This design comes from an exercise in tuning for small area on the open sky130 flow, not from production work.
At most, simulation tests tie the RTL to the original design; equivalence was not proved.
Only the layout flow was run in runs 1 and 2; the RTL was not checked for function there.
Power figures rest on the tool's default switching activity, not on a simulated workload.

### flow/config.mk
export PLATFORM = sky130hd
export DESIGN_NAME = sbs
export DESIGN_NICKNAME = sbs
export VERILOG_FILES = /design/flow/design.v
export SDC_FILE = /design/flow/constraint.sdc
export NUM_CORES = 4
export LEC_CHECK = 0
export CAP_MARGIN = 20
export CORE_MARGIN = 2
export CORE_UTILIZATION = 65
export SLEW_MARGIN = 20
### flow/constraint.sdc
create_clock -name core_clock -period 10.0 [get_ports {clk}]
set_input_delay 2.0000 -clock core_clock [delete_from_list [all_inputs] [get_ports {clk}]]
set_output_delay 2.0000 -clock core_clock [all_outputs]
set_load 0.01 [all_outputs]
### flow/standard.sh
#!/bin/bash
# synth_recipe.tcl (not shown) runs the flow's synth.tcl, then flattens the netlist and writes it again
# the make line also repeats each setting of config.mk as NAME=value (left out here)
make -C /OpenROAD-flow-scripts/flow DESIGN_CONFIG=/design/flow/config.mk WORK_HOME=/design/flow/orfs CLKGATE_MAP_FILE= SYNTH_SCRIPT=/design/flow/synth_recipe.tcl "${@:-finish}"
### flow/flow/run.sh
#!/bin/bash
# Standard layout, with the port buffers made from the smallest buffer cell
# and a clock tree without dummy balancing loads.
set -euo pipefail
export BUFFER_PORTS_ARGS="-buffer_cell sky130_fd_sc_hd__buf_1"
export CTS_ARGS="-sink_clustering_enable -repair_clock_nets -dont_use_dummy_load -buf_list sky130_fd_sc_hd__clkbuf_8"
bash standard.sh > standard.log 2>&1
### flow/design.v
module sbs #(
    parameter CHUNK_MAX = 62,      
    parameter N_MAX     = 4095     
) (
    input  wire        clk,
    input  wire        rst,
    input  wire        cmd_valid,
    output wire        cmd_ready,
    input  wire [7:0]  cmd_op,
    input  wire [31:0] cmd_arg,
    input  wire        wd_valid,
    output wire        wd_ready,
    input  wire [7:0]  wd_data,
    output wire        rd_valid,
    output wire [7:0]  rd_data,
    output wire        tx_valid,
    input  wire        tx_ready,
    output wire [7:0]  tx_data,
    output wire        tx_last,
    input  wire        rx_valid,
    output wire        rx_ready,
    input  wire [7:0]  rx_data,
    output wire        busy,
    output wire [7:0]  status,
    output wire [7:0]  cause,
    output wire [31:0] pins
);
    localparam [3:0] OP_SET_PINS   = 4'h1,
                     OP_LINK_INIT  = 4'h2,
                     OP_LINK_CLOSE = 4'h3,
                     OP_ENCODE     = 4'h4,
                     OP_DECODE     = 4'h5,
                     OP_TRANSFER   = 4'h6,
                     OP_WRITE_READ = 4'h7,
                     OP_CS_ASSERT  = 4'h8,
                     OP_CS_RELEASE = 4'h9,
                     OP_INSTR      = 4'hA;
    localparam [1:0] C_CLOCK = 2'd0, C_ECHO = 2'd1, C_PARAMETER = 2'd2, C_RESOURCE = 2'd3;
    localparam [2:0] S_IDLE = 3'd0,
                     S_ENC  = 3'd1,
                     S_DEC  = 3'd2,
                     S_SEND = 3'd3,
                     S_DUP  = 3'd4,
                     S_DROP = 3'd5,
                     S_READ = 3'd6;
    localparam [1:0] K_XFER = 2'd0, K_WR = 2'd1, K_INSN = 2'd2, K_CS = 2'd3;
    localparam [1:0] R_BODY = 2'd0, R_H1 = 2'd1, R_H0 = 2'd2, R_T1 = 2'd3;
    reg [2:0] pcs, pclk, pdin, pdout;    
    reg       pins_valid, link_open, cs_known, cs_level, faulted, err;
    reg [1:0] code;                      
    reg [2:0]  state;
    reg [1:0]  kind;
    reg        oflag;       
    reg        pend;        
    reg [1:0]  rh;          
    reg [15:0] rem;         
    reg [5:0]  ccnt;        
    reg [15:0] ihi;         
    reg [6:0]  ilo;         
    wire [31:0] insn = {ihi, rem[15:7], ilo};
    wire [7:0]  sh   = ihi[7:0];
    function [7:0] dec8(input [2:0] i);
        dec8 = 8'h01 << i;
    endfunction
    wire [7:0] m_cs   = dec8(pcs);
    wire [7:0] m_clk  = dec8(pclk);
    wire [7:0] m_din  = dec8(pdin);
    wire [7:0] m_dout = dec8(pdout);
    assign busy      = (state != S_IDLE);
    assign cmd_ready = (state == S_IDLE) && !faulted;
    assign status    = {2'b00, err, faulted, cs_known & cs_level, cs_known, link_open, pins_valid};
    assign cause     = {5'b00000, faulted & (code[1] | code[0]), faulted & ~(code[1] ^ code[0]),
                        faulted & ~code[0]};
    assign pins      = {m_cs, m_clk, m_din, m_dout};
    wire        sending = (state == S_SEND) || (state == S_DUP);
    wire        head    = sending ? (ccnt[5:1] == 5'b11111) : (rh[1] ^ rh[0]);
    wire        lastt   = (rh == R_T1);
    wire        big     = rem[6] || ((kind != K_INSN) && (|rem[15:7]));
    wire [6:0]  y       = {1'b0, sending ? ccnt : 6'd0} - {1'b0, rem[5:0]};
    wire        body    = !head && !lastt;
    wire        pay     = body && (big || y[6]);
    wire        tail0   = body && !big && (y == 7'h00);
    wire        lastb   = lastt || (body && !big && (y == 7'h01));
    wire        one     = !big && (y == 7'h7F);         
    wire [5:0]  v       = y[5:0];                       
    wire        chunk_end = lastb ||
                            (ccnt == ((sending && rh == R_H0) ? CHUNK_MAX - 3 : CHUNK_MAX - 1));
    wire [7:0]  samp    = (state == S_READ) ? rx_data : wd_data;
    wire        s_clk   = |(samp & m_clk);
    wire        s_din   = |(samp & m_din);
    wire [4:0]  iidx    = {v[5:4] - {1'b0, !sending}, v[3:1]};
    wire        ibit    = insn[~iidx];
    wire        wbit    = samp[~v[3:1]];
    wire        xpay    = pay && (kind == K_XFER);
    wire        dpay    = pay && (kind != K_XFER);
    wire        dsel    = dpay && ((kind == K_INSN) ? ibit : (wbit && !(oflag && state == S_ENC)));
    wire [7:0]  vec     = (dsel ? m_dout : 8'h00) | ((dpay && v[0]) ? m_clk : 8'h00) |
                          ((sending && cs_level) ? m_cs : 8'h00) | (xpay ? samp : 8'h00);
    wire        needwd  = pay && (kind == K_XFER || kind == K_WR);
    wire        takewd  = needwd && (kind == K_XFER || v[3:0] == 4'hF) &&
                          ((state == S_DUP) || !chunk_end);
    assign tx_valid = sending && (!needwd || wd_valid);
    assign tx_data  = vec;
    assign tx_last  = (state == S_DUP);
    assign wd_ready = ((state == S_ENC) && v[3:0] == 4'hF) || (state == S_DEC) ||
                      (sending && takewd && tx_ready);
    assign rx_ready = (state == S_DROP) || (state == S_READ);
    wire        rd_samp = (state == S_READ) && rx_valid;
    wire        dec_on  = (state == S_DEC) ||
                          ((state == S_READ) && pay && (kind == K_INSN || (kind == K_WR && oflag)));
    wire        devt    = dec_on && ((state == S_DEC) ? wd_valid : rx_valid);
    wire        viol    = v[0] ? !s_clk : s_clk;
    wire        echo_bad = (kind == K_INSN) && v[0] && (v[5:4] == 2'd1 || v[5:4] == 2'd2) &&
                           (s_din != ibit);
    wire        dbyte   = v[3:0] == 4'hF;
    assign rd_valid = ((state == S_ENC) && wd_valid) ||
                      (devt && dbyte && (state == S_DEC || kind == K_WR || v[5:4] == 2'd3)) ||
                      (rd_samp && xpay && oflag);
    assign rd_data  = (dec_on && !xpay) ? {sh[6:0], s_din} : vec;
    wire [3:0]  c_op    = cmd_op[7:4];
    wire [3:0]  c_flags = cmd_op[3:0];
    wire [15:0] c_n     = cmd_arg[15:0];
    wire        n_zero  = (c_n == 16'd0);
    wire        n_big   = (c_n[15:12] != 4'd0);
    function one_hot8(input [7:0] m);
        one_hot8 = (|m) &&
                   !((m[4] | m[5] | m[6] | m[7]) && (m[0] | m[1] | m[2] | m[3])) &&
                   !((m[2] | m[3] | m[6] | m[7]) && (m[0] | m[1] | m[4] | m[5])) &&
                   !((m[1] | m[3] | m[5] | m[7]) && (m[0] | m[2] | m[4] | m[6]));
    endfunction
    function [2:0] enc8(input [7:0] m);
        enc8 = {m[4] | m[5] | m[6] | m[7], m[2] | m[3] | m[6] | m[7], m[1] | m[3] | m[5] | m[7]};
    endfunction
    wire [2:0] a_cs   = enc8(cmd_arg[31:24]);
    wire [2:0] a_clk  = enc8(cmd_arg[23:16]);
    wire [2:0] a_din  = enc8(cmd_arg[15:8]);
    wire [2:0] a_dout = enc8(cmd_arg[7:0]);
    wire pins_ok = one_hot8(cmd_arg[31:24]) && one_hot8(cmd_arg[23:16]) &&
                   one_hot8(cmd_arg[15:8]) && one_hot8(cmd_arg[7:0]) &&
                   (a_cs != a_clk) && (a_cs != a_dout) && (a_clk != a_dout) &&
                   (a_din != a_cs) && (a_din != a_clk);
    wire accept = cmd_valid && cmd_ready;
    wire op_sp  = (c_op == OP_SET_PINS);
    wire op_li  = (c_op == OP_LINK_INIT);
    wire op_lc  = (c_op == OP_LINK_CLOSE);
    wire op_ed  = (c_op[3:1] == 3'b010);            
    wire op_xf  = (c_op == OP_TRANSFER);
    wire op_wr  = (c_op == OP_WRITE_READ);
    wire op_cs  = (c_op[3:1] == 3'b100);            
    wire op_in  = (c_op == OP_INSTR);
    wire op_fr  = op_xf || op_wr;                   
    wire legal  = ((op_sp || op_li || op_lc || op_cs || op_in || (c_op == OP_DECODE)) && c_flags == 4'h0) ||
                  ((c_op == OP_ENCODE) && c_flags[3:1] == 3'b000) ||
                  (op_fr && c_flags[3:2] == 2'b00);
    wire nolink = !link_open || (!c_flags[1] && !cs_known);
    wire xbig   = (c_n > 16 * N_MAX);
    wire f_par  = !legal || (op_sp && !pins_ok) ||
                  ((op_li || op_ed || op_cs || op_in) && !pins_valid) ||
                  ((op_cs || op_in) && !link_open) ||
                  (op_xf && !n_zero && (!pins_valid || nolink)) ||
                  (op_wr && !n_zero && (!pins_valid || (!n_big && nolink)));
    wire f_res  = (op_ed && n_big) || (op_xf && !n_zero && xbig) || (op_wr && n_big);
    wire f_any  = f_par || f_res;
    wire go     = accept && !f_any;
    wire run    = go && (((op_ed || op_fr) && !n_zero) || op_cs || op_in);
    task automatic fault(input [1:0] why);
        begin
            code      <= why;
            faulted   <= 1'b1;
            cs_known  <= 1'b0;
            link_open <= 1'b0;
        end
    endtask
    always @(posedge clk) begin
        if (state == S_IDLE) begin
            ihi   <= cmd_arg[31:16];
            ilo   <= cmd_arg[6:0];
            oflag <= c_flags[0];
            kind  <= op_xf ? K_XFER : op_cs ? K_CS : op_in ? K_INSN : K_WR;
            rh    <= op_ed ? R_BODY : op_cs ? R_T1 : R_H0;
            rem   <= op_xf ? c_n : op_in ? {c_n[15:7], 7'd64} : op_cs ? 16'd0 : {c_n[11:0], 4'h0};
            ccnt  <= op_cs ? 6'd0 : 6'd62;
            pend  <= 1'b0;
        end
        if (rst) begin
            state      <= S_IDLE;
            pins_valid <= 1'b0;
            link_open  <= 1'b0;
            cs_known   <= 1'b0;
            faulted    <= 1'b0;
            err        <= 1'b0;
        end else begin
            case (state)
            S_IDLE: if (accept) begin
                if (legal) err <= 1'b0;
                if (f_any) fault(f_par ? C_PARAMETER : C_RESOURCE);
                if (go && op_sp) begin
                    pcs        <= a_cs;
                    pclk       <= a_clk;
                    pdin       <= a_din;
                    pdout      <= a_dout;
                    pins_valid <= 1'b1;
                end
                if (go && (op_li || op_lc)) link_open <= op_li;
                if (go && (op_sp || op_li || op_lc)) cs_known <= 1'b0;
                if (run && !op_ed) begin
                    cs_known <= 1'b1;
                    if (op_cs || op_in || c_flags[1]) cs_level <= op_cs && c_op[0];
                end
                if (run) state <= (c_op == OP_ENCODE) ? S_ENC : (c_op == OP_DECODE) ? S_DEC : S_SEND;
            end
            S_ENC: if (wd_valid) begin
                rem <= rem - 16'd1;
                if (one) state <= S_IDLE;
            end
            S_DEC: if (wd_valid) begin
                rem <= rem - 16'd1;
                if (viol) pend <= 1'b1;
                if (v[0]) ihi[7:0] <= {sh[6:0], s_din};
                if (one) begin
                    err   <= pend || viol;
                    state <= S_IDLE;
                end
            end
            S_SEND: if (tx_valid && tx_ready) begin
                if (chunk_end) state <= S_DUP;
                else           ccnt  <= ccnt + 6'd1;
            end
            S_DUP: if (tx_valid && tx_ready) begin
                ccnt  <= 6'd0;
                state <= S_DROP;
            end
            S_DROP: if (rx_valid) state <= S_READ;
            S_READ: if (rx_valid) begin
                if (head)  rh  <= rh - 2'd1;
                if (pay)   rem <= rem - 16'd1;
                if (tail0) rh  <= R_T1;
                if (devt) begin
                    if (v[0] && (kind != K_INSN || v[5:4] == 2'd3)) ihi[7:0] <= {sh[6:0], s_din};
                    if (viol) begin
                        pend <= 1'b1;
                        code <= C_CLOCK;
                    end else if (echo_bad && !pend) begin
                        pend <= 1'b1;
                        code <= C_ECHO;
                    end
                end
                if (chunk_end) begin
                    ccnt <= 6'd0;
                    if (lastb) begin
                        state <= S_IDLE;
                        if (pend) fault(code);
                    end else
                        state <= S_SEND;
                end else
                    ccnt <= ccnt + 6'd1;
            end
            default: state <= S_IDLE;
            endcase
        end
    end
endmodule
==> results.sh, run 1 <==
export IMPL_cts_resized_gates=0
export IMPL_synth_edff_count=33
export IMPL_arrival_ns=5.93
export IMPL_layout_min_cycle_time_ns=7.93
export IMPL_skew_ns=0.0291
export IMPL_start_util_pct=65.7
export IMPL_clk_latency_ns=0.36
export IMPL_rsz0062_at_grt="false"
export IMPL_die_w_um=106
export IMPL_setup_slack_ns=2.07
export IMPL_nFillCells=866
export IMPL_post_place_ws_ns=2.34
export IMPL_ys_ff_latch=74
export IMPL_hpwl_um=16800
export IMPL_ff2ff_setup_slack_ns=4.45
export IMPL_slowest_stage="dfxtp_1"
export IMPL_yosysWarnings=1
export IMPL_via_count=7378
export IMPL_cts_setup_buffers=0
export IMPL_top_layer="met4"
export IMPL_wl_per_cell_um=20.3
export IMPL_hold_ws_ns=0.513
export IMPL_overflow=0
export IMPL_ctsHtreeMaxLevel=3
export IMPL_cp_max_fo=20
export IMPL_drcViolationCount=0
export IMPL_cts_tree="done"
export IMPL_cts_made_buffers=9
export IMPL_port_buffers=125
export IMPL_clock_sinks=74
export IMPL_max_freq_ghz=0.126
export IMPL_clock_path_buffers=2
export IMPL_nets=1016
export IMPL_cts_hold_buffers=0
export IMPL_max_vdd_ir_drop_mv=0.0783
export IMPL_drive_gt1_share_pct=6.62
export IMPL_dieArea_mm2=0.0111
export IMPL_fin_setup_tns_ns=0
export IMPL_viasPerCell=6.88
export IMPL_antenna_cells=0
export IMPL_drt_met1_wl_um=8600
export IMPL_p_leak_uw=0.00262
export IMPL_drt_wl_total_um=21800
export IMPL_synth_avg_cell_area_um2=8.02
export IMPL_cpPeakStageDelay_ns=0.77
export IMPL_synth_top_area_share_pct=14.8
export IMPL_period_share_pct=79.3
export IMPL_path_cells="nand2b_1, o22ai_1, buf_4, nand2_1, ha_1, inv_1, fa_1, nand3_1, and2_1, xnor2_1, inv_1, ha_1, nand2b_1, a211oi_1, or3_1, nor4_1, o21ai_1, a21oi_1, nor2_2, o31ai_1, buf_1"
export IMPL_syn_area_mm2=0.00670
export IMPL_die_h_um=106
export IMPL_rows=37
export IMPL_crit_path_start_kind="flop"
export IMPL_drt_pass1_iterations=6
export IMPL_synth_area_leaders="edfxtp_1, dfxtp_1, nand2_1"
export IMPL_gp_congestion=1.07
export IMPL_worstSetupPathType="reg -> out"
export IMPL_powerDensity_mw_per_mm2=92.8
export IMPL_finalSetupViolCount=0
export IMPL_ys_types=87
export IMPL_grt_pass1_vias=6445
export IMPL_core_mm2=0.0102
export IMPL_hold_start="err"
export IMPL_syn_to_final_growth_pct=9.49
export IMPL_antenna_found_initial=0
export IMPL_drv_slew=0
export IMPL_hold_path_depth=2
export IMPL_pin_count=133
export IMPL_wl_met2_um=9700
export IMPL_status="complete, no violations"
export IMPL_relSlewSlack_pct=27.5
export IMPL_final_antenna_net_count=0
export IMPL_critPathTopFamily="simple AND/OR/NAND/NOR gates"
export IMPL_path_buf_inv=4
export IMPL_path_clk_slew_ns=0.08
export IMPL_startpoint="state[0]"
export IMPL_r2r_start="state[0]"
export IMPL_setup_worst_path_end_class="primary output"
export IMPL_netlist_instances=835
export IMPL_met3_length_um=2510
export IMPL_synth_async_sr_flop_share_pct=0
export IMPL_cap_violations=0
export IMPL_hold_path_class="reg -> reg"
export IMPL_gr_usage_all_layers_pct=37.9
export IMPL_grt_pass1_wl_um=33300
export IMPL_hold_viol=0
export IMPL_crit_required_ns=8.00
export IMPL_r2r_end="code[0]"
export IMPL_drt_iter0_drc=863
export IMPL_reg2reg_depth=19
export IMPL_yosys_area_top_type="edfxtp_1"
export IMPL_worstHoldEndpoint="err"
export IMPL_cts_root_buf="clkbuf_8"
export IMPL_grt_start_max_net_pins=36
export IMPL_synth_seq_area_share_pct=27.1
export IMPL_synth_flop_cell="dfxtp_1"
export IMPL_worst_pin_slew_ns=1.08
==> worst register-to-register path, stage by stage, from the launching register on <==
cell      delay [ns]
dfxtp_1         0.77
nand2b_1        0.23
o22ai_1         0.42
buf_4           0.26
nand2_1         0.08
ha_1            0.20
inv_1           0.07
fa_1            0.27
nand3_1         0.11
and2_1          0.16
xnor2_1         0.18
inv_1           0.09
ha_1            0.54
mux4_2          0.55
mux2i_1         0.14
nor2_1          0.06
o21bai_1        0.33
and3_1          0.21
o21ai_1         0.11
a211oi_1        0.41
==> cell usage after synthesis, types with 17 or more instances <==
cell,count
dfxtp_1,41
o21ai_0,39
nand2b_1,29
a21oi_1,36
edfxtp_1,33
mux2i_1,26
inv_1,49
nor3_1,23
nand2_1,84
clkbuf_1,25
nor4_1,31
nor2b_1,17
nor2_1,63
nand3_1,31
==> cells in the final DEF (no fill, tap or decap), drive strengths merged, types with 15 or more instances in the layout <==
master,n
a21oi,36
nor2,65
mux2i,26
edfxtp,33
dfxtp,41
nand3,31
nand2b,29
xnor2,15
nor2b,17
and2,15
nor4,36
nor3,25
o21ai,47
buf,133
inv,51
nand2,84
==> metrics by stage <==
step / utilization [%] / std cells / instance area, um2 / power, uW
final: 72.0 / 1073 / 7330 / 681
after global routing: 72.0 / 1073 / 7330 / 700
after detailed placement: 70.6 / 1063 / 7190 / 496
after global placement: 70.6 / 1063 / 7190 / 490
after CTS: 71.9 / 1072 / 7320 / 673
after floorplan: - / 841 / 6720 / 446
==> routing by layer <==
metal / vias to the layer above / track usage (%)
li1: 3342 / -
met1: 3379 / 51.8
met2: 562 / 58.0
met3: 95 / 7.36
met4: 0 / 17.8
met5: - / 0
==> where the power goes <==
part | total [uW] | internal (uW) | switching, uW
combinational | 151 | 59.2 | 92.2
sequential | 344 | 328 | 15.7
clock | 186 | 80.5 | 105
total | 681 | 468 | 213
==> registers in the layout (all words and copies together) (netlist names), 2 cells and up <==
register / flops
kind: 2
ilo: 7
pclk: 3
code: 2
pdout: 3
state: 3
pcs: 3
rem: 16
rh: 2
pdin: 3
ihi: 16
ccnt: 6
==> cell type report <==
class	instances	area [um2]	share of cell area (%)
multi-input cells	669	4500	61.3
flip-flops and latches	74	1810	24.7
repair buffers	133	529	7.22
inverters	52	200	2.73
well taps	136	170	2.32
clock buffers	9	124	1.69
==> cells by family (layout without fill, tap and decap cells) <==
group | Yosys count | in the layout | synth area share, %
flip-flops | 74 | 74 | 27.1
AO/OA/AOI/OAI | 210 | 210 | 21.8
multiplexers | 45 | 45 | 8.76
adder cells (fa/ha/maj) | 15 | 15 | 2.91
XOR/XNOR | 27 | 27 | 3.64
AND/OR/NAND/NOR | 365 | 365 | 29.4
buffers and inverters | 98 | 194 | 6.41
other | 1 | 7 | 0.0560
==> worst max-delay path by stage <==
stage	to	slack, ns	cells after the start
CTS	rd_data[1]	1.95	20
finish	rd_data[4]	2.07	21
floorplan	rd_data[0]	3.79	20
global route	rd_data[5]	1.74	21
global placement	rd_data[0]	2.59	20
detailed placement	rd_data[1]	2.34	20
==> run 2: changes to the inputs <==
--- a/flow/design.v
+++ b/flow/design.v
@@ -176,10 +176,10 @@
             ihi   <= cmd_arg[31:16];
             ilo   <= cmd_arg[6:0];
             oflag <= c_flags[0];
-            kind  <= op_xf ? K_XFER : op_cs ? K_CS : op_in ? K_INSN : K_WR;
+            kind  <= op_xf ? K_XFER : op_in ? K_INSN : K_WR;    
             rh    <= op_ed ? R_BODY : op_cs ? R_T1 : R_H0;
-            rem   <= op_xf ? c_n : op_in ? {c_n[15:7], 7'd64} : op_cs ? 16'd0 : {c_n[11:0], 4'h0};
-            ccnt  <= op_cs ? 6'd0 : 6'd62;
+            rem   <= op_xf ? c_n : op_in ? {c_n[15:7], 7'd64} : {c_n[11:0], 4'h0};
+            ccnt  <= 6'd62;
             pend  <= 1'b0;
         end
         if (rst) begin
==> run 2 against run 1 <==
Still clean on timing, DRC and antenna; sequential power is 1% lower; clock power barely moved; via count shrank 4.8%; critical path depth is 1 lower; final area decreased by 2.7%; first-iteration DRC count shrank 7.2%; combinational power is 3% lower; sequential share of layout area is 0.68 points higher; register-to-register slack better by 0.05 ns; die area down 2.6%; power down 1.4%; count of clock-buffer cells in the layout did not move; largest cell class unchanged.
==> results.sh, run 2 <==
export IMPL_yosys_area_top_type="edfxtp_1"
export IMPL_fin_setup_tns_ns=0
export IMPL_start_util_pct=66.7
export IMPL_drt_iter0_drc=801
export IMPL_cap_violations=0
export IMPL_hpwl_um=15600
export IMPL_drive_gt1_share_pct=6.60
export IMPL_switchingPower_uw=208
export IMPL_path_buf_inv=3
export IMPL_path_clk_slew_ns=0.07
export IMPL_overflow=0
export IMPL_crit_path_start_kind="flop"
export IMPL_synth_flop_cell="dfxtp_1"
export IMPL_setup_worst_path_end_class="primary output"
export IMPL_netlist_instances=807
export IMPL_worst_pin_slew_ns=1.11
export IMPL_crit_path_frequent_cell="nor2_1"
export IMPL_clock_path_buffers=2
export IMPL_dp_cells=1033
export IMPL_die_w_um=104
export IMPL_die_h_um=104
export IMPL_synth_top_area_share_pct=15.2
export IMPL_period_share_pct=79.0
export IMPL_seq_power_share_pct=50.6
export IMPL_syn_to_final_growth_pct=9.48
export IMPL_drt_pass1_iterations=8
export IMPL_synth_compound_gate_area_share_pct=21.2
export IMPL_clock_sinks=74
export IMPL_clk_latency_ns=0.37
export IMPL_final_antenna_net_count=0
export IMPL_synth_avg_cell_area_um2=8.08
export IMPL_synth_mux_area_share_pct=9.69
export IMPL_crit_required_ns=8.00
export IMPL_final_common_cell="buf_1"
export IMPL_synth_xor_area_share_pct=4.57
export IMPL_synth_async_sr_flop_share_pct=0
export IMPL_synthAdderAreaFrac_pct=2.99
export IMPL_core_mm2=0.00977
export IMPL_synth_edff_count=33
export IMPL_p_leak_uw=0.00274
export IMPL_drv_slew=0
export IMPL_via_count=7021
export IMPL_top_regs="ihi: 16 flops, rem: 16 flops, ilo: 7 flops"
export IMPL_worstSetupPathType="reg -> out"
export IMPL_finalSetupViolCount=0
export IMPL_critPathTopFamily="compound AO/OA/AOI/OAI gates"
export IMPL_cts_tree="done"
export IMPL_viasPerCell=6.74
export IMPL_cts_resized_gates=0
export IMPL_wl_per_cell_um=19.5
export IMPL_synth_area_leaders="edfxtp_1, dfxtp_1, nand2_1"
export IMPL_syn_area_mm2=0.00652
export IMPL_final_util_pct=73.0
export IMPL_cpPeakStageDelay_ns=0.78
export IMPL_combPwrFrac_pct=21.8
export IMPL_antenna_found_initial=0
export IMPL_layout_min_cycle_time_ns=7.90
export IMPL_dieArea_mm2=0.0108
export IMPL_skew_ns=0.0133
export IMPL_ys_ff_latch=74
export IMPL_hold_path_class="reg -> reg"
export IMPL_max_vdd_ir_drop_mv=0.104
export IMPL_ys_types=80
export IMPL_cp_max_fo=23
export IMPL_yosys_area_share_simple_pct=27.1
export IMPL_gr_usage_all_layers_pct=36.9
export IMPL_total_power_uw=671
export IMPL_grt_start_max_net_pins=43
export IMPL_cts_hold_buffers=0
export IMPL_rsz0062_at_grt="false"
export IMPL_max_freq_ghz=0.127
export IMPL_grt_pass1_vias=6380
export IMPL_relSlewSlack_pct=25.6
export IMPL_path_cells="or3b_4, nand2_1, inv_1, nor2_1, ha_1, a21oi_1, nor2_1, nor2_1, xnor2_1, inv_1, ha_1, nor2b_1, o21ai_0, and3_1, nand3_1, mux2_2, a211oi_1, a41oi_1, o21ai_0, buf_1"
export IMPL_drcViolationCount=0
export IMPL_pin_count=133
export IMPL_powerDensity_mw_per_mm2=94.1
export IMPL_grt_pass1_wl_um=32000
export IMPL_cts_root_buf="clkbuf_8"
export IMPL_hold_viol=0
export IMPL_gp_congestion=1.00
export IMPL_yosysWarnings=1
export IMPL_cts_made_buffers=9
export IMPL_port_buffers=125
export IMPL_clkPwrFrac_pct=27.7
export IMPL_synthTopCellsByCount="nand2_1, nor2_1, inv_1"
export IMPL_drt_wl_total_um=20400
export IMPL_arrival_ns=5.90
export IMPL_antenna_cells=0
export IMPL_status="complete, no violations"
export IMPL_synth_seq_area_share_pct=27.8
export IMPL_cts_setup_buffers=0
export IMPL_rows=36
export IMPL_synth_top_family_by_area="simple AND/OR/NAND/NOR gates"
export IMPL_mostFrequentLayoutCells="buf_1, nand2_1, nor2_1, inv_1, o21ai_0"
export IMPL_hold_ws_ns=0.506
export IMPL_slowest_stage="dfxtp_1"
export IMPL_synth_most_common_cell="nand2_1"
export IMPL_nets=988
export IMPL_power_internal_uw=463
export IMPL_fin_cells=1042
export IMPL_ctsHtreeMaxLevel=3
export IMPL_swShare_pct=31.1
==> run 2: layout make-up <==
class                      instances  area, um2
multi-input combinational        640       4320
timing repair buffer             130        507
fill                             810       2640
clock buffer                       9        124
inverter                          56        211
sequential                        74       1810
tap                              133        166
==> run 2: power groups by stage <==
stage | Clock, uW | Combinational [uW] | Sequential, uW
finish | 186 | 146 | 340
global route | 198 | 158 | 341
CTS | 186 | 142 | 339
detailed placement | 0 | 141 | 346
global placement | 0 | 136 | 346
floorplan | 0 | 98.2 | 341
==> run 2: kinds of logic after synthesis <==
| family | after synthesis |
|---|---|
| AO/OA/AOI/OAI | 204 |
| XOR/XNOR | 34 |
| adder cells (fa/ha/maj) | 15 |
| buffers and inverters | 99 |
| flip-flops | 74 |
| multiplexers | 49 |
| other | 1 |
| AND/OR/NAND/NOR | 331 |
==> run 2: routing by layer <==
metal / wire, um / share of wire [%] / up-vias / GRT usage (%)
li1: - / - / 3197 / -
met1: 8010 / 39 / 3285 / 47.3
met2: 9760 / 48 / 458 / 61.7
met3: 1920 / 9.4 / 81 / 6.14
met4: 668 / 3.3 / 0 / 15.3
met5: 0 / 0 / - / 0
==> run 2: tightest hold or removal path, cell delays in order, from the launching register on <==
cell	delay [ns]
dfxtp_1	0.34
o21ai_0	0.08
nand2_1	0.05
==> run 2: metrics by stage <==
stage | area (um2) | worst slack [ns]
4_1_cts | 7120 | 2.29
2_1_floorplan | 6540 | 3.87
5_1_grt | 7140 | 1.76
3_3_place_gp | 7000 | 3.17
6_report | 7140 | 2.10
3_5_place_dp | 7000 | 2.70
==> run 2: final timing paths <==
path            start          to  slack, ns  cells after the start
max          state[2]  rd_data[0]       2.10                     20
min            rem[4]      rem[4]       0.51                      2
max reg2reg  state[2]     code[1]       4.50                     19
min reg2reg    rem[4]      rem[4]       0.51                      2
==> run 3: changes to the inputs <==
--- a/flow/design.v
+++ b/flow/design.v
@@ -39,10 +39,10 @@
     localparam [2:0] S_IDLE = 3'd0,
                      S_ENC  = 3'd1,
                      S_DEC  = 3'd2,
-                     S_SEND = 3'd3,
-                     S_DUP  = 3'd4,
-                     S_DROP = 3'd5,
-                     S_READ = 3'd6;
+                     S_SEND = 3'd4,
+                     S_DUP  = 3'd5,
+                     S_DROP = 3'd6,
+                     S_READ = 3'd7;
     localparam [1:0] K_XFER = 2'd0, K_WR = 2'd1, K_INSN = 2'd2, K_CS = 2'd3;
     localparam [1:0] R_BODY = 2'd0, R_H1 = 2'd1, R_H0 = 2'd2, R_T1 = 2'd3;
     reg [2:0] pcs, pclk, pdin, pdout;    
--- a/flow/config.mk
+++ b/flow/config.mk
@@ -8,4 +8,5 @@
 export CAP_MARGIN = 20
 export CORE_MARGIN = 2
 export CORE_UTILIZATION = 65
+export GPL_TIMING_DRIVEN = 0
 export SLEW_MARGIN = 20
==> run 3 against run 2 <==
Setup slack better by 0.21 ns; via count is 3.1% lower; routed wire length is 3.0% lower; final area is 0.77% lower; global-route usage is 0.76 points higher; clock skew is 0.021 ns higher; power is 3.4% higher; count of clock-buffer cells in the layout stayed put; sequential share of layout area is 0.20 points higher; synthesized area is 3.8% lower; largest power group unchanged.
==> results.sh, run 3 <==
export IMPL_drv_slew=0
export IMPL_syn_area_mm2=0.00627
export IMPL_final_antenna_net_count=0
export IMPL_max_vdd_ir_drop_mv=0.0613
export IMPL_synth_most_common_cell="nor2_1"
export IMPL_cpPeakStageDelay_ns=0.54
export IMPL_ctsHtreeMaxLevel=3
export IMPL_top_regs="ihi: 16 flops, rem: 16 flops, ilo: 7 flops"
export IMPL_seqCellArea_mm2=0.00181
export IMPL_core_mm2=0.00928
export IMPL_cts_setup_buffers=0
export IMPL_cap_violations=0
export IMPL_skew_ns=0.0345
export IMPL_gp_congestion=0.955
export IMPL_crit_required_ns=8.00
export IMPL_yosys_area_share_simple_pct=27.4
export IMPL_path_clk_slew_ns=0.08
export IMPL_synth_avg_cell_area_um2=8.16
export IMPL_p_leak_uw=0.00258
export IMPL_synth_top_family_by_area="simple AND/OR/NAND/NOR gates"
export IMPL_synth_edff_count=33
export IMPL_die_h_um=102
export IMPL_hpwl_um=15600
export IMPL_hold_path_class="reg -> reg"
export IMPL_status="complete, no violations"
export IMPL_path_cells="buf_2, and2b_1, clkbuf_1, nand2_1, ha_1, inv_1, fa_1, a21o_1, a21oi_1, xnor2_1, inv_1, ha_1, nand2b_1, a211oi_1, or3_1, nor4_2, mux2i_1, a22o_1, o32ai_4, a21o_1, mux2_2, buf_1"
export IMPL_antenna_found_initial=0
export IMPL_port_buffers=124
export IMPL_max_freq_ghz=0.130
export IMPL_powerDensity_mw_per_mm2=98.0
export IMPL_synth_area_leaders="edfxtp_1, dfxtp_1, mux2i_1"
export IMPL_grt_start_max_net_pins=28
export IMPL_cts_tree="done"
export IMPL_rsz0062_at_grt="false"
export IMPL_relSlewSlack_pct=24.6
export IMPL_arrival_ns=5.69
export IMPL_via_count=6803
export IMPL_ys_types=80
export IMPL_clock_path_buffers=2
export IMPL_nFillCells=732
export IMPL_fin_setup_tns_ns=0
export IMPL_netlist_instances=769
export IMPL_syn_to_final_growth_pct=12.9
export IMPL_clk_latency_ns=0.36
export IMPL_pin_count=133
export IMPL_synth_async_sr_flop_share_pct=0
export IMPL_die_w_um=102
export IMPL_synthTopCellsByCount="nor2_1, nand2_1, inv_1"
export IMPL_cts_made_buffers=9
export IMPL_drcViolationCount=0
export IMPL_cts_hold_buffers=0
export IMPL_drt_iter0_drc=635
export IMPL_cts_resized_gates=0
export IMPL_setup_worst_path_end_class="primary output"
export IMPL_setup_slack_ns=2.31
export IMPL_ys_ff_latch=74
export IMPL_multi_input_area_mm2=0.00409
export IMPL_worst_pin_slew_ns=1.12
export IMPL_start_util_pct=67.6
export IMPL_antenna_cells=0
export IMPL_synthAdderAreaFrac_pct=3.11
export IMPL_synth_seq_area_share_pct=28.9
export IMPL_drive_gt1_share_pct=7.48
export IMPL_viasPerCell=6.55
export IMPL_wl_per_cell_um=19.0
export IMPL_drt_pass1_iterations=7
export IMPL_gr_usage_all_layers_pct=37.6
export IMPL_slowest_stage="nor4_2"
export IMPL_synth_mux_area_share_pct=9.85
export IMPL_nets=988
export IMPL_synth_top_area_share_pct=15.8
export IMPL_rows=35
export IMPL_dieArea_mm2=0.0105
export IMPL_final_common_cell="buf_1"
export IMPL_crit_path_start_kind="flop"
export IMPL_post_place_ws_ns=2.77
export IMPL_synth_flop_cell="dfxtp_1"
export IMPL_worstSetupPathType="reg -> out"
export IMPL_dp_cells=1029
export IMPL_finalSetupViolCount=0
export IMPL_period_share_pct=76.9
export IMPL_final_util_pct=76.3
export IMPL_grt_pass1_vias=6228
export IMPL_mostFrequentLayoutCells="buf_1, nor2_1, nand2_1, inv_1, dfxtp_1"
export IMPL_cts_root_buf="clkbuf_8"
export IMPL_clock_sinks=74
export IMPL_fin_cells=1038
export IMPL_synth_xor_area_share_pct=3.91
export IMPL_synth_compound_gate_area_share_pct=20.1
export IMPL_hold_viol=0
export IMPL_yosysWarnings=1
export IMPL_grt_pass1_wl_um=30500
export IMPL_yosys_area_top_type="edfxtp_1"
export IMPL_drt_wl_total_um=19800
export IMPL_layout_min_cycle_time_ns=7.69
export IMPL_cp_max_fo=10
export IMPL_overflow=0
[run 3: logic make-up (layout without fill, tap and decap cells)]
logic type	count (synthesis)	after routing
muxes	48	48
xor gates and xnor gates	28	28
other	1	7
DFF	74	74
and+or+nand+nor	323	323
adders and majority gates	15	15
AOI/OAI and AO/OA	182	182
buffers and inverters	98	232
[run 3: metal layers]
layer,up-vias,wire (um),GRT usage [%]
met3,84,2180,6.98
met4,0,791,17.4
met1,3111,7580,48.5
met5,-,0,0
met2,480,9210,61.5
li1,3128,-,-
[run 3: per-stage QoR]
stage | power [uW] | instance area (um2) | hold WS (ns)
2_1_floorplan | 455 | 6290 | 0.444
3_3_place_gp | 503 | 6920 | 0.475
3_5_place_dp | 510 | 6940 | 0.479
4_1_cts | 687 | 7070 | 0.504
5_1_grt | 716 | 7080 | 0.529
6_report | 694 | 7080 | 0.498
[run 3: power breakdown]
part	leakage [uW]	total [uW]	switching (uW)	internal, uW
Combinational	0.00185	169	101	68.1
Sequential	0.000661	340	12.2	328
Clock	0.0000647	184	104	80.5
[run 3: cell type report]
type / count / area share [%]
Timing Repair Buffer: 125 / 6.64
Inverter: 55 / 2.92
Clock buffer: 9 / 1.75
Multi-Input combinational cell: 603 / 57.8
Sequential cell: 74 / 25.6
Buffer: 43 / 3.02
Tap cell: 129 / 2.28
[run 3: path summary, 6_finish.rpt]
check | start | to | slack, ns | depth (start not counted)
worst max register to register | state[1] | code[0] | 4.70 | 21
worst min-delay path | ccnt[5] | ccnt[5] | 0.50 | 1
worst max-delay path | state[1] | rd_data[3] | 2.31 | 22
worst min register to register | ccnt[5] | ccnt[5] | 0.50 | 1
[run 3: worst max-delay path: cells and delay by family (launching register included)]
kind / cells / cell delay, ns
DFF: 1 / 0.30
and+or+nand+nor: 5 / 1.42
AOI/OAI and AO/OA: 6 / 1.45
buffers and inverters: 5 / 0.77
muxes: 2 / 0.33
xor gates and xnor gates: 1 / 0.19
adders and majority gates: 3 / 0.87
==> run 4: changes to the inputs <==
--- a/flow/config.mk
+++ b/flow/config.mk
@@ -8,5 +8,4 @@
 export CAP_MARGIN = 20
 export CORE_MARGIN = 2
 export CORE_UTILIZATION = 65
-export GPL_TIMING_DRIVEN = 0
 export SLEW_MARGIN = 20
==> run 4 against run 3 <==
Via count fell by 2.7%; sequential share of layout area rose by 0.62 points; clock skew fell by 0.014 ns; setup slack improved by 0.28 ns.
==> results.sh, run 4 <==
export IMPL_clk_latency_ns=0.36
export IMPL_rsz0062_at_grt="false"
export IMPL_drive_gt1_share_pct=6.29
export IMPL_setup_worst_path_end_class="primary output"
export IMPL_powerDensity_mw_per_mm2=99.7
export IMPL_path_clk_slew_ns=0.07
export IMPL_clock_path_buffers=2
export IMPL_grt_pass1_wl_um=29300
export IMPL_hold_ws_ns=0.507
export IMPL_hpwl_um=14400
export IMPL_ctsHtreeMaxLevel=3
export IMPL_pin_count=133
export IMPL_max_freq_ghz=0.135
export IMPL_synth_top_area_share_pct=15.8
export IMPL_status="complete, no violations"
export IMPL_cts_resized_gates=0
export IMPL_dp_cells=994
export IMPL_p_leak_uw=0.00249
export IMPL_synth_flop_cell="dfxtp_1"
export IMPL_worstSetupPathType="reg -> out"
export IMPL_critPathTopFamily="simple AND/OR/NAND/NOR gates"
export IMPL_syn_to_final_growth_pct=10.2
export IMPL_drt_iter0_drc=758
export IMPL_wl_per_cell_um=18.6
export IMPL_synth_edff_count=33
export IMPL_synth_most_common_cell="nor2_1"
export IMPL_hold_viol=0
export IMPL_grt_start_max_net_pins=46
export IMPL_core_mm2=0.00928
export IMPL_cpPeakStageDelay_ns=0.67
export IMPL_netlist_instances=769
export IMPL_skew_ns=0.0205
export IMPL_path_cells="and2b_1, nand2_1, ha_1, inv_1, fa_1, a21o_1, a21oi_1, xnor2_1, inv_1, ha_1, nand2b_1, a211oi_1, or3_1, nor4_2, mux2i_1, a22o_1, o32ai_4, a21o_1, mux2_2, buf_1"
export IMPL_grt_pass1_vias=5785
export IMPL_final_antenna_net_count=0
export IMPL_multi_input_area_mm2=0.00408
export IMPL_synth_area_leaders="edfxtp_1, dfxtp_1, mux2i_1"
export IMPL_fin_cells=1003
export IMPL_path_buf_inv=3
export IMPL_synth_seq_area_share_pct=28.9
export IMPL_overflow=0
export IMPL_antenna_cells=0
export IMPL_rows=35
export IMPL_cts_setup_buffers=0
export IMPL_port_buffers=125
export IMPL_worst_pin_slew_ns=1.09
export IMPL_yosysWarnings=1
export IMPL_syn_area_mm2=0.00627
export IMPL_slowest_stage="dfxtp_1"
export IMPL_drt_wl_total_um=18700
export IMPL_gp_congestion=0.970
export IMPL_cts_hold_buffers=0
export IMPL_hold_path_class="reg -> reg"
export IMPL_drt_pass1_iterations=6
export IMPL_top_regs="ihi: 16 flops, rem: 16 flops, ilo: 7 flops"
export IMPL_crit_path_start_kind="flop"
export IMPL_nets=953
export IMPL_layout_min_cycle_time_ns=7.42
export IMPL_max_vdd_ir_drop_mv=0.0690
export IMPL_viasPerCell=6.60
export IMPL_gr_usage_all_layers_pct=36.0
export IMPL_drv_slew=0
export IMPL_die_w_um=102
export IMPL_clock_sinks=74
export IMPL_final_common_cell="buf_1"
export IMPL_seqCellArea_mm2=0.00181
export IMPL_synth_async_sr_flop_share_pct=0
export IMPL_start_util_pct=67.6
export IMPL_fin_setup_tns_ns=0
export IMPL_synth_avg_cell_area_um2=8.16
export IMPL_via_count=6618
export IMPL_dieArea_mm2=0.0105
export IMPL_cts_root_buf="clkbuf_8"
export IMPL_cts_made_buffers=9
export IMPL_mostFrequentLayoutCells="buf_1, nor2_1, nand2_1, inv_1, dfxtp_1"
export IMPL_period_share_pct=74.2
export IMPL_relSlewSlack_pct=26.6
export IMPL_drcViolationCount=0
export IMPL_cap_violations=0
export IMPL_cts_tree="done"
export IMPL_finalSetupViolCount=0
export IMPL_cp_max_fo=19
export IMPL_ys_types=80
export IMPL_die_h_um=102
export IMPL_ys_ff_latch=74
export IMPL_antenna_found_initial=0
export IMPL_yosys_area_top_type="edfxtp_1"
export IMPL_synthTopCellsByCount="nor2_1, nand2_1, inv_1"
export IMPL_nFillCells=769
export IMPL_arrival_ns=5.42
export IMPL_crit_required_ns=8.00
## run 4: cell counts after synthesis
Identical to the previous run, type by type.
## run 4: path summary, 6_finish.rpt
check / depth (start not counted) / to / startpoint / slack (ns)
setup / recovery: 20 / rd_data[3] / state[1] / 2.58
hold / removal: 2 / err / err / 0.51
setup reg to reg: 19 / code[1] / state[1] / 4.96
hold reg to reg: 2 / err / err / 0.51
## run 4: kinds of logic after synthesis
kind of cell	synth area share, %
flip-flops	28.9
AND/OR/NAND/NOR	27.4
XOR/XNOR	3.91
multiplexers	9.85
adder cells (fa/ha/maj)	3.11
AO/OA/AOI/OAI	20.1
buffers and inverters	6.68
other	0.0598
## run 4: worst reg2reg max path, stage by stage, from the launching register on
cell      delay, ns
dfxtp_1        0.67
and2b_1        0.38
nand2_1        0.14
ha_1           0.16
inv_1          0.06
fa_1           0.42
a21o_1         0.18
a21oi_1        0.16
xnor2_1        0.17
inv_1          0.09
ha_1           0.27
nand2b_1       0.12
a211oi_1       0.07
or3_1          0.36
nor4_2         0.39
mux2i_1        0.27
a22o_1         0.25
nor3_1         0.07
and3b_1        0.29
o2111a_1       0.23
## run 4: area by class of cell
| cell class | instances | share of cell area, % |
|---|---|---|
| Clock buffer | 9 | 1.79 |
| Tap cell | 129 | 2.33 |
| Inverter | 55 | 2.99 |
| Timing Repair Buffer | 133 | 7.65 |
| Multi-Input combinational cell | 603 | 59.0 |
| Sequential cell | 74 | 26.2 |
## run 4: layer usage
layer | routed length, um | part of all wire [%] | track usage (%)
met1 | 7370 | 39 | 47.5
met2 | 8830 | 47 | 59.9
met3 | 1920 | 10 | 5.81
met4 | 588 | 3.1 | 13.1
met5 | 0 | 0 | 0
## run 4: per-stage QoR
step | total power, uW | setup slack [ns] | cell area [um2] | util, %
CTS | 683 | 2.67 | 6900 | 74.3
floorplan | 455 | 3.74 | 6290 | -
detailed placement | 505 | 3.05 | 6780 | 73.0
global route | 714 | 2.30 | 6910 | 74.5
finish | 689 | 2.58 | 6910 | 74.5
global placement | 498 | 3.30 | 6780 | 73.0
## run 4: power by group
| group | internal [uW] | total [uW] | switching [uW] |
|---|---|---|---|
| registers | 328 | 341 | 13.2 |
| logic | 66.6 | 162 | 95.3 |
| clock network | 80.6 | 187 | 106 |
==> run 5: changes to the inputs <==
--- a/flow/config.mk
+++ b/flow/config.mk
@@ -7,5 +7,5 @@
 export LEC_CHECK = 0
 export CAP_MARGIN = 20
 export CORE_MARGIN = 2
-export CORE_UTILIZATION = 65
+export CORE_UTILIZATION = 80
 export SLEW_MARGIN = 20
==> run 5 against run 4 <==
Combinational power is 4% higher; hold slack better by 0.031 ns; global-route usage up 11 points; synthesized area is the same; first-iteration DRC count grew 23%; routed wire length increased by 12%; power rose by 1.7%; flip-flop and latch count is the same; fmax down 1.5%; sequential share of layout area rose by 0.10 points; sequential power barely moved; clock power rose by 2%.
==> results.sh, run 5 <==
export IMPL_path_buf_inv=3
export IMPL_yosys_area_top_type="edfxtp_1"
export IMPL_dp_cells=967
export IMPL_synth_async_sr_flop_share_pct=0
export IMPL_ys_types=80
export IMPL_netlist_instances=769
export IMPL_worstSetupPathType="reg -> out"
export IMPL_port_buffers=125
export IMPL_skew_ns=0.0263
export IMPL_die_w_um=92.5
export IMPL_synthAdderAreaFrac_pct=3.11
export IMPL_fin_area_mm2=0.00689
export IMPL_synth_area_leaders="edfxtp_1, dfxtp_1, mux2i_1"
export IMPL_arrival_ns=5.53
export IMPL_start_util_pct=82.0
export IMPL_grt_pass1_wl_um=31700
export IMPL_max_vdd_ir_drop_mv=0.123
export IMPL_viasPerCell=7.34
export IMPL_synth_flop_cell="dfxtp_1"
export IMPL_grt_pass1_vias=6591
export IMPL_final_util_pct=90.1
export IMPL_hpwl_um=15100
export IMPL_ys_ff_latch=74
export IMPL_place_area_mm2=0.00674
export IMPL_synth_xor_area_share_pct=3.91
export IMPL_setup_worst_path_end_class="primary output"
export IMPL_cts_setup_buffers=0
export IMPL_fin_cells=977
export IMPL_path_cells="and2b_1, nand2_1, ha_1, inv_1, fa_1, a21o_1, a21oi_1, xnor2_1, inv_1, ha_1, nand2b_1, a211oi_1, or3_1, nor4_2, mux2i_1, a22o_1, o32ai_4, a21o_1, mux2_2, buf_1"
export IMPL_switchingPower_uw=226
export IMPL_status="complete, no violations"
export IMPL_relSlewSlack_pct=17.1
export IMPL_dieArea_mm2=0.00856
export IMPL_via_count=7168
export IMPL_hold_ws_ns=0.537
export IMPL_final_antenna_net_count=0
export IMPL_max_freq_ghz=0.133
export IMPL_mostFrequentLayoutCells="buf_1, nor2_1, nand2_1, inv_1, dfxtp_1"
export IMPL_p_leak_uw=0.00249
export IMPL_synth_top_family_by_area="simple AND/OR/NAND/NOR gates"
export IMPL_path_clk_slew_ns=0.08
export IMPL_ctsHtreeMaxLevel=3
export IMPL_clock_sinks=74
export IMPL_gr_usage_all_layers_pct=46.5
export IMPL_drt_wl_total_um=20900
export IMPL_top_regs="ihi: 16 flops, rem: 16 flops, ilo: 7 flops"
export IMPL_antenna_cells=0
export IMPL_drive_gt1_share_pct=6.40
export IMPL_gp_congestion=1.05
export IMPL_synth_most_common_cell="nor2_1"
export IMPL_yosysWarnings=1
export IMPL_cp_max_fo=19
export IMPL_power_internal_uw=474
export IMPL_cap_violations=0
export IMPL_synthTopCellsByCount="nor2_1, nand2_1, inv_1"
export IMPL_synth_compound_gate_area_share_pct=20.1
export IMPL_die_h_um=92.5
export IMPL_synth_top_area_share_pct=15.8
export IMPL_critPathTopFamily="simple AND/OR/NAND/NOR gates"
export IMPL_syn_to_final_growth_pct=9.79
export IMPL_layout_min_cycle_time_ns=7.53
export IMPL_synth_avg_cell_area_um2=8.16
export IMPL_seq_power_share_pct=48.8
export IMPL_rsz0062_at_grt="false"
export IMPL_fin_setup_tns_ns=0
export IMPL_cts_resized_gates=0
export IMPL_finalSetupViolCount=0
export IMPL_crit_path_start_kind="flop"
export IMPL_syn_area_mm2=0.00627
export IMPL_synth_mux_area_share_pct=9.85
export IMPL_wl_per_cell_um=21.4
export IMPL_rows=32
export IMPL_clk_latency_ns=0.37
export IMPL_crit_required_ns=8.00
export IMPL_hold_viol=0
export IMPL_cts_made_buffers=9
export IMPL_period_share_pct=75.3
export IMPL_antenna_found_initial=0
export IMPL_cpPeakStageDelay_ns=0.67
export IMPL_final_common_cell="buf_1"
export IMPL_clkPwrFrac_pct=27.3
export IMPL_slowest_stage="dfxtp_1"
export IMPL_cts_root_buf="clkbuf_8"
export IMPL_drt_iter0_drc=929
export IMPL_drv_slew=0
export IMPL_synth_seq_area_share_pct=28.9
export IMPL_hold_path_class="reg -> reg"
export IMPL_pin_count=133
export IMPL_swShare_pct=32.3
export IMPL_synth_edff_count=33
export IMPL_cts_tree="done"
export IMPL_cts_hold_buffers=0
export IMPL_core_mm2=0.00765
export IMPL_powerDensity_mw_per_mm2=102
export IMPL_drcViolationCount=0
export IMPL_clock_path_buffers=2
export IMPL_yosys_area_share_simple_pct=27.4
export IMPL_drt_pass1_iterations=10
export IMPL_nets=954
export IMPL_overflow=0
export IMPL_grt_start_max_net_pins=46
export IMPL_combPwrFrac_pct=23.9
export IMPL_worst_pin_slew_ns=1.23
run 5: path summary, 6_finish.rpt:
kind            start         end  slack, ns  cells past startpoint
max          state[1]  rd_data[6]       2.47                     20
min           rem[14]     rem[14]       0.54                      2
max reg2reg  state[1]     code[0]       4.79                     19
min reg2reg   rem[14]     rem[14]       0.54                      2
run 5: area by class of cell:
| class | count | area [um2] |
|---|---|---|
| Fill cell | 380 | 761 |
| Timing Repair Buffer | 134 | 534 |
| Multi-Input combinational cell | 603 | 4080 |
| Inverter | 55 | 206 |
| Clock buffer | 9 | 124 |
| Sequential cell | 74 | 1810 |
| Tap cell | 102 | 128 |
run 5: kinds of logic (layout without fill, tap and decap cells):
| family | count (synthesis) | in the layout |
|---|---|---|
| buffers and inverters | 98 | 198 |
| XOR/XNOR | 28 | 28 |
| adder cells (fa/ha/maj) | 15 | 15 |
| multiplexers | 48 | 48 |
| other | 1 | 7 |
| AO/OA/AOI/OAI | 182 | 182 |
| flip-flops | 74 | 74 |
| AND/OR/NAND/NOR | 323 | 323 |
run 5: stage by stage:
stage	power (uW)	worst slack, ns
global placement	495	3.32
floorplan	455	3.74
detailed placement	505	3.00
finish	701	2.47
global route	713	2.21
CTS	684	2.60
run 5: layer usage:
metal / vias up / routed length [um] / global-route usage, %
li1: 3058 / - / -
met1: 3171 / 7120 / 55.5
met2: 755 / 9500 / 77.6
met3: 184 / 2880 / 10.5
met4: 0 / 1400 / 26.1
met5: - / 0 / 0
run 5: power groups by stage:
stage	Clock (uW)	Combinational, uW	Sequential, uW
2_1_floorplan	0	113	342
3_3_place_gp	0	148	347
3_5_place_dp	0	158	348
4_1_cts	183	160	341
5_1_grt	193	177	343
6_report	191	168	342
run 5: tightest hold or removal path: cells and delay by family (launching register included):
kind / cells / cell delay [ns]
AO/OA/AOI/OAI: 1 / 0.05
flip-flops: 1 / 0.37
buffers and inverters: 1 / 0.08
==> run 6: changes to the inputs <==
--- a/flow/design.v
+++ b/flow/design.v
@@ -58,6 +58,8 @@
     reg [15:0] ihi;         
     reg [6:0]  ilo;         
     wire [31:0] insn = {ihi, rem[15:7], ilo};
+    reg [7:0]  dbuf;        
+    reg        dval;        
     wire [7:0]  sh   = ihi[7:0];
     function [7:0] dec8(input [2:0] i);
         dec8 = 8'h01 << i;
@@ -85,7 +87,7 @@
     wire [5:0]  v       = y[5:0];                       
     wire        chunk_end = lastb ||
                             (ccnt == ((sending && rh == R_H0) ? CHUNK_MAX - 3 : CHUNK_MAX - 1));
-    wire [7:0]  samp    = (state == S_READ) ? rx_data : wd_data;
+    wire [7:0]  samp    = (state == S_READ) ? rx_data : dbuf;
     wire        s_clk   = |(samp & m_clk);
     wire        s_din   = |(samp & m_din);
     wire [4:0]  iidx    = {v[5:4] - {1'b0, !sending}, v[3:1]};
@@ -99,21 +101,20 @@
     wire        needwd  = pay && (kind == K_XFER || kind == K_WR);
     wire        takewd  = needwd && (kind == K_XFER || v[3:0] == 4'hF) &&
                           ((state == S_DUP) || !chunk_end);
-    assign tx_valid = sending && (!needwd || wd_valid);
+    assign tx_valid = sending && (!needwd || dval);
     assign tx_data  = vec;
     assign tx_last  = (state == S_DUP);
-    assign wd_ready = ((state == S_ENC) && v[3:0] == 4'hF) || (state == S_DEC) ||
-                      (sending && takewd && tx_ready);
+    assign wd_ready = !dval && ((state == S_ENC) || (state == S_DEC) || (sending && needwd));
     assign rx_ready = (state == S_DROP) || (state == S_READ);
     wire        rd_samp = (state == S_READ) && rx_valid;
     wire        dec_on  = (state == S_DEC) ||
                           ((state == S_READ) && pay && (kind == K_INSN || (kind == K_WR && oflag)));
-    wire        devt    = dec_on && ((state == S_DEC) ? wd_valid : rx_valid);
+    wire        devt    = dec_on && ((state == S_DEC) ? dval : rx_valid);
     wire        viol    = v[0] ? !s_clk : s_clk;
     wire        echo_bad = (kind == K_INSN) && v[0] && (v[5:4] == 2'd1 || v[5:4] == 2'd2) &&
                            (s_din != ibit);
     wire        dbyte   = v[3:0] == 4'hF;
-    assign rd_valid = ((state == S_ENC) && wd_valid) ||
+    assign rd_valid = ((state == S_ENC) && dval) ||
                       (devt && dbyte && (state == S_DEC || kind == K_WR || v[5:4] == 2'd3)) ||
                       (rd_samp && xpay && oflag);
     assign rd_data  = (dec_on && !xpay) ? {sh[6:0], s_din} : vec;
@@ -181,6 +182,15 @@
             rem   <= op_xf ? c_n : op_in ? {c_n[15:7], 7'd64} : {c_n[11:0], 4'h0};
             ccnt  <= 6'd62;
             pend  <= 1'b0;
+            dval  <= 1'b0;
+        end else begin
+            if (wd_valid && wd_ready) begin
+                dbuf <= wd_data;
+                dval <= 1'b1;
+            end
+            if (((state == S_ENC) && dval && v[3:0] == 4'hF) || ((state == S_DEC) && dval) ||
+                (sending && tx_valid && tx_ready && takewd))
+                dval <= 1'b0;
         end
         if (rst) begin
             state      <= S_IDLE;
@@ -209,11 +219,11 @@
                 end
                 if (run) state <= (c_op == OP_ENCODE) ? S_ENC : (c_op == OP_DECODE) ? S_DEC : S_SEND;
             end
-            S_ENC: if (wd_valid) begin
+            S_ENC: if (dval) begin
                 rem <= rem - 16'd1;
                 if (one) state <= S_IDLE;
             end
-            S_DEC: if (wd_valid) begin
+            S_DEC: if (dval) begin
                 rem <= rem - 16'd1;
                 if (viol) pend <= 1'b1;
                 if (v[0]) ihi[7:0] <= {sh[6:0], s_din};
--- a/flow/config.mk
+++ b/flow/config.mk
@@ -7,5 +7,5 @@
 export LEC_CHECK = 0
 export CAP_MARGIN = 20
 export CORE_MARGIN = 2
-export CORE_UTILIZATION = 80
+export CORE_UTILIZATION = 65
 export SLEW_MARGIN = 20
==> run 6 against run 5 <==
Still clean on timing, DRC and antenna; clock power is essentially flat; synthesized cell count up 5.5%; sequential power increased by 11%; register-to-register slack lost 0.14 ns; flip-flop and latch count is 9 higher; count of clock-buffer cells in the layout is the same; non-clock buffer count decreased by 4; setup slack worse by 0.10 ns; global-route usage decreased by 10 points; clock skew down 0.0022 ns; utilization shrank 17 points; largest cell class unchanged.
==> results.sh, run 6 <==
export IMPL_status="complete, no violations"
export IMPL_dieArea_mm2=0.0115
export IMPL_ctsHtreeMaxLevel=3
export IMPL_rows=37
export IMPL_setup_worst_path_end_class="primary output"
export IMPL_via_count=7079
export IMPL_hpwl_um=16000
export IMPL_start_util_pct=67.0
export IMPL_pin_count=133
export IMPL_rsz0062_at_grt="false"
export IMPL_drt_wl_total_um=20900
export IMPL_die_h_um=107
export IMPL_clock_sinks=83
export IMPL_antenna_found_initial=0
export IMPL_ys_types=93
export IMPL_power_internal_uw=499
export IMPL_syn_area_mm2=0.00692
export IMPL_place_area_mm2=0.00738
export IMPL_clock_path_buffers=2
export IMPL_synth_area_leaders="edfxtp_1, dfxtp_1, nand2_1"
export IMPL_ys_ff_latch=83
export IMPL_hold_path_class="reg -> reg"
export IMPL_die_w_um=107
export IMPL_syn_to_final_growth_pct=8.52
export IMPL_synth_avg_cell_area_um2=8.53
export IMPL_grt_start_max_net_pins=46
export IMPL_cts_resized_gates=0
export IMPL_cp_max_fo=19
export IMPL_top_regs="ihi: 16 flops, rem: 16 flops, dbuf: 8 flops"
export IMPL_skew_ns=0.0241
export IMPL_cts_tree="done"
export IMPL_layout_min_cycle_time_ns=7.63
export IMPL_cap_violations=0
export IMPL_worst_pin_slew_ns=0.914
export IMPL_wl_per_cell_um=20.0
export IMPL_max_freq_ghz=0.131
export IMPL_switchingPower_uw=207
export IMPL_drt_iter0_drc=833
export IMPL_synth_most_common_cell="nand2_1"
export IMPL_final_common_cell="buf_1"
export IMPL_cts_root_buf="clkbuf_8"
export IMPL_mostFrequentLayoutCells="buf_1, nand2_1, nor2_1, inv_1"
export IMPL_synth_flop_cell="dfxtp_1"
export IMPL_period_share_pct=76.3
export IMPL_final_antenna_net_count=0
export IMPL_fin_setup_tns_ns=0
export IMPL_grt_pass1_wl_um=32200
export IMPL_antenna_cells=0
export IMPL_cts_setup_buffers=0
export IMPL_synth_top_area_share_pct=17.8
export IMPL_cts_made_buffers=9
export IMPL_drive_gt1_share_pct=9.36
export IMPL_seq_power_share_pct=53.6
export IMPL_viasPerCell=6.78
export IMPL_arrival_ns=5.63
export IMPL_yosys_area_top_type="edfxtp_1"
export IMPL_relSlewSlack_pct=38.9
export IMPL_crit_required_ns=8.00
export IMPL_finalSetupViolCount=0
export IMPL_fin_area_mm2=0.00750
export IMPL_swShare_pct=29.3
export IMPL_drcViolationCount=0
export IMPL_synth_async_sr_flop_share_pct=0
export IMPL_core_mm2=0.0103
export IMPL_p_leak_uw=0.00262
export IMPL_synth_edff_count=41
export IMPL_path_clk_slew_ns=0.07
export IMPL_synthTopCellsByCount="nand2_1, nor2_1, inv_1"
export IMPL_max_vdd_ir_drop_mv=0.0604
export IMPL_nets=987
export IMPL_worstSetupPathType="reg -> out"
export IMPL_drv_slew=0
export IMPL_clkPwrFrac_pct=27.2
export IMPL_drt_pass1_iterations=6
export IMPL_grt_pass1_vias=6146
export IMPL_overflow=0
export IMPL_powerDensity_mw_per_mm2=94.1
export IMPL_gr_usage_all_layers_pct=36.1
export IMPL_crit_path_start_kind="flop"
export IMPL_hold_viol=0
export IMPL_cts_hold_buffers=0
export IMPL_combPwrFrac_pct=19.2
export IMPL_fin_cells=1044
export IMPL_dp_cells=1035
export IMPL_clk_latency_ns=0.36
export IMPL_yosysWarnings=1
export IMPL_port_buffers=125
export IMPL_gp_congestion=0.963
export IMPL_synth_seq_area_share_pct=30.0
export IMPL_netlist_instances=811
run 6: through the flow:
| stage | util [%] | setup slack [ns] | total power (uW) | hold WS [ns] |
|---|---|---|---|---|
| 6_report | 72.7 | 2.37 | 706 | 0.493 |
| 5_1_grt | 72.7 | 2.01 | 730 | 0.529 |
| 4_1_cts | 72.7 | 2.52 | 703 | 0.488 |
| 3_5_place_dp | 71.5 | 2.94 | 517 | 0.478 |
| 3_3_place_gp | 71.5 | 3.25 | 512 | 0.470 |
| 2_1_floorplan | - | 3.73 | 472 | 0.450 |
run 6: worst paths after layout:
kind / start / end / cells past startpoint / slack, ns
worst min register to register: err / err / 2 / 0.49
worst max register to register: state[2] / code[0] / 16 / 4.65
worst max-delay path: state[2] / rd_data[2] / 17 / 2.37
worst min-delay path: err / err / 2 / 0.49
run 6: cells by family after synthesis:
family | after synthesis | synth area share, %
simple gates | 332 | 27.4
other cells | 1 | 0.0542
xor+xnor | 24 | 3.26
flops | 83 | 30.0
buf+inv | 108 | 6.78
fa+ha+maj | 15 | 2.82
compound gates | 203 | 21.3
mux | 45 | 8.47
run 6: worst max-delay path, stage by stage (launching register included):
cell and delay, ns:
dfxtp_1 0.74, and2b_1 0.46, clkinv_1 0.34, nor2_1 0.19, ha_1 0.35, a21o_1 0.21, a21oi_1 0.17, xnor2_1 0.17
inv_1 0.10, ha_1 0.48, mux4_2 0.55, mux2i_1 0.15, o21ai_0 0.10, a21oi_1 0.32, nor4_2 0.10, a31oi_4 0.47
o31ai_1 0.17, buf_1 0.17
run 6: layout make-up:
type	instances	area (um2)
clock buffer	9	124
inverter	60	225
fill	841	2820
tap	136	170
multi-input combinational	626	4410
sequential	83	2070
timing repair buffer	130	507
run 6: metal layers:
layer  track usage [%]  wire length [um]
met1              49.9              8480
met2              56.4              9680
met5                 0                 0
met4              13.6               665
met3              6.38              2100
run 6: power groups by stage:
stage | clock network, uW | registers [uW] | logic, uW
after global placement | 0 | 385 | 127
after floorplan | 0 | 381 | 90.7
final | 192 | 378 | 136
after detailed placement | 0 | 386 | 131
after global routing | 205 | 380 | 146
after CTS | 193 | 378 | 132

==> port drivers added, routing unchanged <==
Ports are ideal in the flow. The routed layouts listed here were re-timed in OpenROAD.
Step 1 assumes that a clkbuf_16 drives the clock port and a buf_2 every other input.
Step 2 adds t to the input delays and takes it off the output delays; t is the mean of the earliest and latest rising clock arrival at the registers after step 1. Input paths then give back, and output paths get back, about the clock's delay inside the block.
Slacks: ideal / step 1 / step 2; pairs: ideal / step 1.
run | t (ns) | setup WS [ns] | worst data-port slew with drivers (ns)
run 1 | 0.385 | 2.071 / 2.036 / 2.420 | 0.05
run 2 | 0.405 | 2.101 / 2.062 / 2.468 | 0.04
run 3 | 0.384 | 2.308 / 2.270 / 2.654 | 0.04
run 4 | 0.382 | 2.583 / 2.548 / 2.929 | 0.04
run 5 | 0.394 | 2.473 / 2.435 / 2.830 | 0.05
run 6 | 0.389 | 2.369 / 2.333 / 2.722 | 0.06
After both steps every run listed still meets setup and hold.
